This is an optimization exercise on Yosys and OpenROAD, whose aim is small area, a short achievable clock period and few clock cycles, not a production implementation.
RTL that was checked went through simulation tests only; none was proved equivalent to the original.
Power and IR drop assume default switching activity.

==> inputs of job 5416 <==
==> flow/design.v <==
module rrf_enc #(
    parameter integer MTU       = 1024,
    parameter integer HDR_BYTES = 16
) (
    input  wire        clk,
    input  wire        rst,           
    input  wire        cmd_valid,
    input  wire [31:0] cmd_data,
    output wire        cmd_ready,
    output reg         ev_valid,
    output reg  [1:0]  ev_type,
    output reg  [31:0] ev_data,
    input  wire        ev_ready,
    input  wire [7:0]  csr_addr,
    output reg  [31:0] csr_rdata,
    output wire        idle
);
    localparam integer L = (MTU - HDR_BYTES) * 8;
    localparam [2:0] Q_NORM = 3'd0;    
    localparam [2:0] Q_ABRT = 3'd1;    
    localparam [2:0] Q_TAIL = 3'd2;    
    localparam [2:0] Q_END  = 3'd3;    
    localparam [2:0] Q_GOBA = 3'd4;    
    localparam [1:0] AS_FLUSH = 2'd0;
    localparam [1:0] AS_GOB   = 2'd1;
    localparam [1:0] AS_MB    = 2'd2;
    localparam [1:0] MB_FIT   = 2'd0;
    localparam [1:0] MB_BIG   = 2'd1;
    localparam [1:0] MB_RETRY = 2'd2;
    localparam [3:0] RK_OK0    = 4'h0;
    localparam [3:0] RK_OKBC   = 4'h1;
    localparam [3:0] RK_SENT   = 4'h9;
    localparam [3:0] RK_MBOK   = 4'hA;
    localparam [3:0] RK_RETRY  = 4'hB;
    localparam [3:0] RK_BIG    = 4'hC;
    localparam [3:0] RK_GOBOK  = 4'hD;
    localparam [3:0] RK_SPLIT  = 4'hE;
    localparam [3:0] RK_FAULT  = 4'hF;
    reg [2:0]  sq;
    reg [31:0] cp;
    reg        fault;
    reg [1:0]  fcode;        
    reg [31:0] fault_cmd;
    reg [31:0] fault_cp;
    reg [31:0] acc;
    reg [5:0]  fill;         
    reg [12:0] room;         
    reg        gob_valid;
    reg [3:0]  gob_gn;
    reg [4:0]  gob_gq;
    reg [31:0] enc_pkt_cnt;
    reg [9:0]  last_bytes;
    reg [2:0]  last_ebit;
    reg        last_m;
    reg        pend;         
    reg        pk_put;       
    reg [1:0]  mb_mode;
    reg [10:0] mbl;          
    reg        send_m;
    reg [1:0]  as_kind;
    reg        abort_need;
    reg        res_pend;
    reg [3:0]  rk;
    wire [12:0] bitcount = L - room;
    wire [9:0]  nb_now   = (L / 8) - room[12:3];
    wire [2:0]  ebit_now = room[2:0];
    wire        streamed = (room < L - 32);    
    wire out_free = !ev_valid || ev_ready;
    wire q_norm   = (sq == Q_NORM);
    assign cmd_ready = q_norm && out_free;
    assign idle      = q_norm && !ev_valid && !res_pend;
    wire acc_w = cmd_valid && cmd_ready;
    wire [31:0] d   = cmd_data;
    wire [7:0]  opc = d[31:24];
    wire op_nop   = (opc == 8'h00);
    wire op_srst  = (opc == 8'h01);
    wire op_put   = (opc == 8'h10);
    wire op_flush = (opc == 8'h11);
    wire op_begin = (opc == 8'h12);
    wire op_gob   = (opc == 8'h13);
    wire op_mb    = (opc == 8'h14);
    wire opc_known = op_nop | op_srst | op_put | op_flush | op_begin | op_gob | op_mb;
    wire rsv_bad = op_put   ? (d[23:6]  != 18'd0) :
                   op_flush ? (d[22:0]  != 23'd0) :
                   op_gob   ? (d[23:9]  != 15'd0) :
                   op_mb    ? (d[23:16] != 8'd0)  :
                              (d[23:0]  != 24'd0);
    wire n_bad   = op_put && d[5] && (d[4:0] != 5'd0);
    wire hdr_bad = !opc_known || rsv_bad || n_bad;
    wire [1:0] hdr_fcode = !opc_known ? 2'b01 : (rsv_bad ? 2'b10 : 2'b11);
    wire [15:0] nbits   = d[15:0];
    wire        mb_fit  = ({3'd0, room} >= nbits);
    wire        mb_big  = gob_valid ? (nbits > L - 26) : (nbits > L);
    wire        mb_last  = (mbl == 11'd0);
    wire [5:0]  put_n    = fault_cmd[5:0];
    wire [5:0]  mb_n     = mb_last ? {(fault_cmd[4:0] == 5'd0), fault_cmd[4:0]} : 6'd32;
    wire        put_ovf  = ({7'd0, put_n} > room);
    wire w_put  = acc_w && !fault && pend && pk_put;
    wire w_mbd  = acc_w && !fault && pend && !pk_put;
    wire w_hdr  = acc_w && !fault && !pend;
    wire w_srst = acc_w && (fault ? (d == 32'h01000000) : (!pend && !hdr_bad && op_srst));
    wire q_goba = (sq == Q_GOBA);
    wire q_tail = (sq == Q_TAIL);
    wire ap_left = !q_goba && !q_tail && !(pend && pk_put);    
    wire [5:0] ap_n = q_goba ? 6'd26 : q_tail ? 6'd0 : (pend && pk_put) ? put_n : mb_n;
    wire [31:0] gob_word = {6'd0, 16'h0001, gob_gn, gob_gq, 1'b0};
    wire [31:0] din = q_goba ? gob_word : (q_tail ? 32'd0 : d);
    wire [4:0]  rot_r = ap_left ? fill[4:0] : (fill[4:0] + ap_n[4:0]);
    wire [63:0] din2  = {din, din} >> rot_r;
    wire [31:0] rot   = din2[31:0];
    wire [31:0] keep    = ~(32'hFFFFFFFF >> fill);    
    wire [31:0] cur_new = (acc & keep) | (rot & ~keep);
    wire [6:0]  ap_end  = {1'b0, fill} + {1'b0, ap_n};
    wire        spill   = (ap_end > 7'd32);
    wire [5:0]  fill_nx = spill ? (ap_end[5:0] - 6'd32) : ap_end[5:0];
    wire do_ap = (w_put && !put_ovf) || (w_mbd && (mb_mode == MB_FIT)) ||
                 (q_goba && out_free);
    wire spill_eff = do_ap && spill;
    wire end_go    = (sq == Q_END) && out_free;
    wire [2:0]  fcode8 = {(fcode == 2'b00), (fcode == 2'b00) ? 2'b01 : fcode};
    reg  [23:0] res_val;
    always @(*) begin
        case (rk)
            RK_OKBC, RK_MBOK, RK_GOBOK: res_val = {11'd0, bitcount};
            RK_SENT, RK_RETRY, RK_SPLIT: res_val = {14'd0, last_bytes};
            RK_BIG:   res_val = {8'd0, fault_cmd[15:0]};
            RK_FAULT: res_val = {21'd0, fcode8};
            default:  res_val = 24'd0;
        endcase
    end
    wire [7:0] res_code = (rk == RK_FAULT) ? 8'hFF : (rk == RK_OKBC) ? 8'h00 : {4'd0, rk};
    always @(posedge clk) begin
        if (rst) begin
            sq         <= Q_NORM;
            cp         <= 32'd0;
            fault      <= 1'b0;
            fill       <= 6'd0;
            room         <= L;
            gob_valid  <= 1'b0;
            gob_gn     <= 4'd0;
            gob_gq     <= 5'd0;
            enc_pkt_cnt<= 32'd0;
            last_bytes <= 10'd0;
            last_ebit  <= 3'd0;
            last_m     <= 1'b0;
            pend       <= 1'b0;
            res_pend   <= 1'b0;
            ev_valid   <= 1'b0;
        end else begin
            if (ev_valid && ev_ready)
                ev_valid <= 1'b0;
            if (res_pend && out_free) begin
                res_pend <= 1'b0;
                ev_valid <= 1'b1;
                ev_type  <= 2'd0;
                ev_data  <= {res_code, res_val};
            end
            acc  <= spill_eff ? rot : cur_new;
            fill <= do_ap ? fill_nx : fill;
            room <= do_ap ? (room - {7'd0, ap_n}) : room;
            if (spill_eff) begin
                ev_valid <= 1'b1;
                ev_type  <= 2'd1;
                ev_data  <= cur_new;
            end
            cp          <= cp + {31'd0, acc_w};
            enc_pkt_cnt <= enc_pkt_cnt + {31'd0, end_go};
            if (w_hdr) begin
                fault_cmd <= d;
                fault_cp  <= cp;
                if (hdr_bad) begin
                    fault    <= 1'b1;
                    fcode    <= hdr_fcode;
                    rk       <= RK_FAULT;
                    res_pend <= 1'b1;
                end else begin
                    if (op_nop) begin
                        rk       <= RK_OK0;
                        res_pend <= 1'b1;
                    end
                    if (op_put) begin
                        pend   <= 1'b1;
                        pk_put <= 1'b1;
                    end
                    if (op_flush) begin
                        send_m  <= d[23];
                        as_kind <= AS_FLUSH;
                        sq      <= Q_TAIL;
                    end
                    if (op_begin) begin
                        abort_need <= streamed;
                        fill       <= 6'd0;
                        room         <= L;
                        gob_valid  <= 1'b0;
                        gob_gn     <= 4'd0;
                        gob_gq     <= 5'd0;
                        sq         <= Q_ABRT;
                    end
                    if (op_gob) begin
                        gob_gn    <= d[3:0];
                        gob_gq    <= d[8:4];
                        gob_valid <= 1'b1;
                        if (room < 26) begin
                            send_m  <= 1'b0;
                            as_kind <= AS_GOB;
                            rk      <= RK_SPLIT;
                            sq      <= Q_TAIL;
                        end else begin
                            rk <= RK_GOBOK;
                            sq <= Q_GOBA;
                        end
                    end
                    if (op_mb) begin
                        mb_mode <= mb_fit ? MB_FIT : (mb_big ? MB_BIG : MB_RETRY);
                        mbl     <= nbits[15:5] - {10'd0, (nbits[4:0] == 5'd0)};
                        if (nbits == 16'd0) begin
                            rk       <= RK_MBOK;
                            res_pend <= 1'b1;
                        end else begin
                            pend   <= 1'b1;
                            pk_put <= 1'b0;
                        end
                    end
                end
            end
            if (w_put) begin
                pend     <= 1'b0;
                res_pend <= 1'b1;
                if (put_ovf) begin
                    fault <= 1'b1;
                    fcode <= 2'b00;
                    rk    <= RK_FAULT;
                end else begin
                    rk    <= RK_OKBC;
                end
            end
            if (w_mbd) begin
                mbl <= mbl - 11'd1;
                if (mb_last) begin
                    pend <= 1'b0;
                    case (mb_mode)
                    MB_FIT: begin
                        rk       <= RK_MBOK;
                        res_pend <= 1'b1;
                    end
                    MB_BIG: begin
                        rk       <= RK_BIG;
                        res_pend <= 1'b1;
                    end
                    default: begin
                        send_m  <= 1'b0;
                        as_kind <= AS_MB;
                        rk      <= RK_RETRY;
                        sq      <= Q_TAIL;
                    end
                    endcase
                end
            end
            if (w_srst) begin
                cp          <= 32'd1;
                fault       <= 1'b0;
                pend        <= 1'b0;
                abort_need  <= streamed;
                fill        <= 6'd0;
                room          <= L;
                gob_valid   <= 1'b0;
                gob_gn      <= 4'd0;
                gob_gq      <= 5'd0;
                enc_pkt_cnt <= 32'd0;
                last_bytes  <= 10'd0;
                last_ebit   <= 3'd0;
                last_m      <= 1'b0;
                sq          <= Q_ABRT;
            end
            case (sq)
            Q_ABRT: begin
                if (out_free) begin
                    if (abort_need) begin
                        ev_valid <= 1'b1;
                        ev_type  <= 2'd3;
                        ev_data  <= 32'd0;
                    end
                    rk       <= RK_OK0;
                    res_pend <= 1'b1;
                    sq       <= Q_NORM;
                end
            end
            Q_TAIL: begin
                if (out_free) begin
                    if (fill != 6'd0) begin
                        ev_valid <= 1'b1;
                        ev_type  <= 2'd1;
                        ev_data  <= cur_new;
                    end
                    sq <= Q_END;
                end
            end
            Q_END: begin
                if (out_free) begin
                    ev_valid    <= 1'b1;
                    ev_type     <= 2'd2;
                    ev_data     <= {12'd0, send_m, ebit_now, 6'd0, nb_now};
                    last_bytes  <= nb_now;
                    last_ebit   <= ebit_now;
                    last_m      <= send_m;
                    fill        <= 6'd0;
                    room          <= L;
                    case (as_kind)
                    AS_FLUSH: begin
                        if (send_m)
                            gob_valid <= 1'b0;
                        rk       <= RK_SENT;
                        res_pend <= 1'b1;
                        sq       <= Q_NORM;
                    end
                    AS_GOB: begin
                        sq <= Q_GOBA;
                    end
                    default: begin
                        if (gob_valid) begin
                            sq <= Q_GOBA;
                        end else begin
                            res_pend <= 1'b1;
                            sq       <= Q_NORM;
                        end
                    end
                    endcase
                end
            end
            Q_GOBA: begin
                if (out_free) begin
                    res_pend <= 1'b1;
                    sq       <= Q_NORM;
                end
            end
            default: ;
            endcase
        end
    end
    always @(*) begin
        case (csr_addr)
            8'h00: csr_rdata = {11'd0, pend, gob_valid, 3'b000, 5'd0, fcode8 & {3{fault}}, 7'd0, fault};
            8'h01: csr_rdata = fault_cmd & {32{fault}};
            8'h02: csr_rdata = fault_cp & {32{fault}};
            8'h03: csr_rdata = cp;
            8'h08: csr_rdata = {19'd0, bitcount};
            8'h09: csr_rdata = {23'd0, gob_gq, gob_gn};
            8'h0A: csr_rdata = {12'd0, last_m, last_ebit, 6'd0, last_bytes};
            8'h0B: csr_rdata = enc_pkt_cnt;
            8'h10: csr_rdata = 32'hFFFFFFFF;      
            8'h23: csr_rdata = 32'd1024;          
            8'h30: csr_rdata = 32'd32;            
            8'h31: csr_rdata = MTU;
            8'h32: csr_rdata = HDR_BYTES;
            8'h33: csr_rdata = 32'd5;             
            8'h34: csr_rdata = 32'd1024;          
            8'h35: csr_rdata = 32'd256000;        
            8'h36: csr_rdata = 32'd1024;          
            8'h37: csr_rdata = 32'd0;             
            8'h38: csr_rdata = 32'd2048;          
            default: csr_rdata = 32'd0;
        endcase
    end
endmodule
==> flow/run.sh <==
#!/bin/bash
# synth_recipe.tcl (not shown) runs the flow's synth.tcl, then flattens the netlist and writes it again
# the make line also repeats each setting of config.mk as NAME=value (left out here)
make -C /OpenROAD-flow-scripts/flow DESIGN_CONFIG=/design/flow/config.mk WORK_HOME=/design/flow/orfs CLKGATE_MAP_FILE= SYNTH_SCRIPT=/design/flow/synth_recipe.tcl finish
==> flow/config.mk <==
export PLATFORM = sky130hd
export DESIGN_NAME = rrf_enc
export DESIGN_NICKNAME = rrf_enc
export VERILOG_FILES = /design/flow/design.v
export SDC_FILE = /design/flow/constraint.sdc
export NUM_CORES = 4
export LEC_CHECK = 0
export CAP_MARGIN = 20
export CORE_MARGIN = 2
export CORE_UTILIZATION = 40
export SETUP_SLACK_MARGIN = 3
export SLEW_MARGIN = 20
==> flow/constraint.sdc <==
create_clock -name core_clock -period 10.0 [get_ports {clk}]
set_input_delay 2.0000 -clock core_clock [delete_from_list [all_inputs] [get_ports {clk}]]
set_output_delay 2.0000 -clock core_clock [all_outputs]
set_load 0.01 [all_outputs]
==> inputs of job 3130, as changes to job 5416 <==
--- a/flow/design.v
+++ b/flow/design.v
@@ -339,24 +339,27 @@
     end
+    wire        a_z74  = (csr_addr[7:4] == 4'h0);
+    wire        a_g0   = a_z74 && (csr_addr[3:2] == 2'b00);    
+    wire        a_g2   = a_z74 && (csr_addr[3:2] == 2'b10);    
+    wire        a_10   = (csr_addr[7:2] == 6'b000100);         
+    wire        a_20   = (csr_addr[7:2] == 6'b001000);         
+    wire        a_30   = (csr_addr[7:2] == 6'b001100);         
+    wire        a_34   = (csr_addr[7:2] == 6'b001101);         
+    wire        a_38   = (csr_addr[7:2] == 6'b001110);         
+    wire [31:0] c_st   = {11'd0, pend, gob_valid, 3'b000, 5'd0, fcode8 & {3{fault}}, 7'd0, fault};
+    wire [31:0] c_lst  = {12'd0, last_m, last_ebit, 6'd0, last_bytes};
+    wire [31:0] c_x0 = ({32{a_g0}} & c_st) | ({32{a_g2}} & {19'd0, bitcount}) |
+                       {32{a_10}} | ({32{a_30}} & 32'd32) | ({32{a_34}} & 32'd1024) |
+                       ({32{a_38}} & 32'd2048);
+    wire [31:0] c_x1 = ({32{a_g0 && fault}} & fault_cmd) | ({32{a_g2}} & {23'd0, gob_gq, gob_gn}) |
+                       ({32{a_30}} & MTU) | ({32{a_34}} & 32'd256000);
+    wire [31:0] c_x2 = ({32{a_g0 && fault}} & fault_cp) | ({32{a_g2}} & c_lst) |
+                       ({32{a_30}} & HDR_BYTES) | ({32{a_34}} & 32'd1024);
+    wire [31:0] c_x3 = ({32{a_g0}} & cp) | ({32{a_g2}} & enc_pkt_cnt) |
+                       ({32{a_20}} & 32'd1024) | ({32{a_30}} & 32'd5);
     always @(*) begin
-        case (csr_addr)
-            8'h00: csr_rdata = {11'd0, pend, gob_valid, 3'b000, 5'd0, fcode8 & {3{fault}}, 7'd0, fault};
-            8'h01: csr_rdata = fault_cmd & {32{fault}};
-            8'h02: csr_rdata = fault_cp & {32{fault}};
-            8'h03: csr_rdata = cp;
-            8'h08: csr_rdata = {19'd0, bitcount};
-            8'h09: csr_rdata = {23'd0, gob_gq, gob_gn};
-            8'h0A: csr_rdata = {12'd0, last_m, last_ebit, 6'd0, last_bytes};
-            8'h0B: csr_rdata = enc_pkt_cnt;
-            8'h10: csr_rdata = 32'hFFFFFFFF;      
-            8'h23: csr_rdata = 32'd1024;          
-            8'h30: csr_rdata = 32'd32;            
-            8'h31: csr_rdata = MTU;
-            8'h32: csr_rdata = HDR_BYTES;
-            8'h33: csr_rdata = 32'd5;             
-            8'h34: csr_rdata = 32'd1024;          
-            8'h35: csr_rdata = 32'd256000;        
-            8'h36: csr_rdata = 32'd1024;          
-            8'h37: csr_rdata = 32'd0;             
-            8'h38: csr_rdata = 32'd2048;          
-            default: csr_rdata = 32'd0;
+        case (csr_addr[1:0])
+            2'd0: csr_rdata = c_x0;
+            2'd1: csr_rdata = c_x1;
+            2'd2: csr_rdata = c_x2;
+            default: csr_rdata = c_x3;
         endcase
- ABC_CLOCK_PERIOD_IN_PS: default -> 4000
- SETUP_SLACK_MARGIN: 3 -> 4.8
==> notes <==
Job 3130 completed without violations. Job 5416 passed the timing, design-rule and antenna checks. Of job 3130 and job 5416, job 3130 has the higher via count (gap about 4%, measured against job 5416). Between job 5416 and job 3130, the lower power is in job 5416 (gap about 2.3%, measured against job 3130). Of job 5416 and job 3130, job 3130 has the higher die area (gap about 0.24%, measured against job 3130). Between job 3130 and job 5416, the lower register-to-register slack is in job 5416 (gap 1700 ps).
Testbench counts of job 3130, summed over its fixed seeds: cycles 90,432.
No functional check of the RTL was part of job 5416.

-- what the ideal ports hide --
In the flow no input, the clock included, has a driving cell. The finished layouts below were timed again as built, in two steps.
Step 1 sets driving cells, clkbuf_16 on the clock port and buf_2 on the other inputs (assumed; they add their load-dependent delay and slew).
Step 2 adds t to the input delays and takes it off the output delays; t is the mean of the earliest and latest rising clock arrival at the registers after step 1. Input paths then give back, and output paths get back, about the clock's delay inside the block.
Three values: ideal ports, drivers, drivers and shift; two values: the first two.
run | t (ns) | setup slack, ns | slew at the worst register clock pin (ns) | worst slew at a driven data input, ns | pins driven straight from the clock port
job 5416 | 0.625 | 3.029 / 2.997 / 2.997 | 0.06 / 0.06 | 0.04 | 1
job 3130 | 0.651 | 4.220 / 4.186 / 4.186 | 0.06 / 0.06 | 0.05 | 1
After both steps every run listed still meets setup and hold. For job 3130, which loses most, drivers alone change the setup slack by -0.034 ns; drivers and shift together by -0.034 ns.
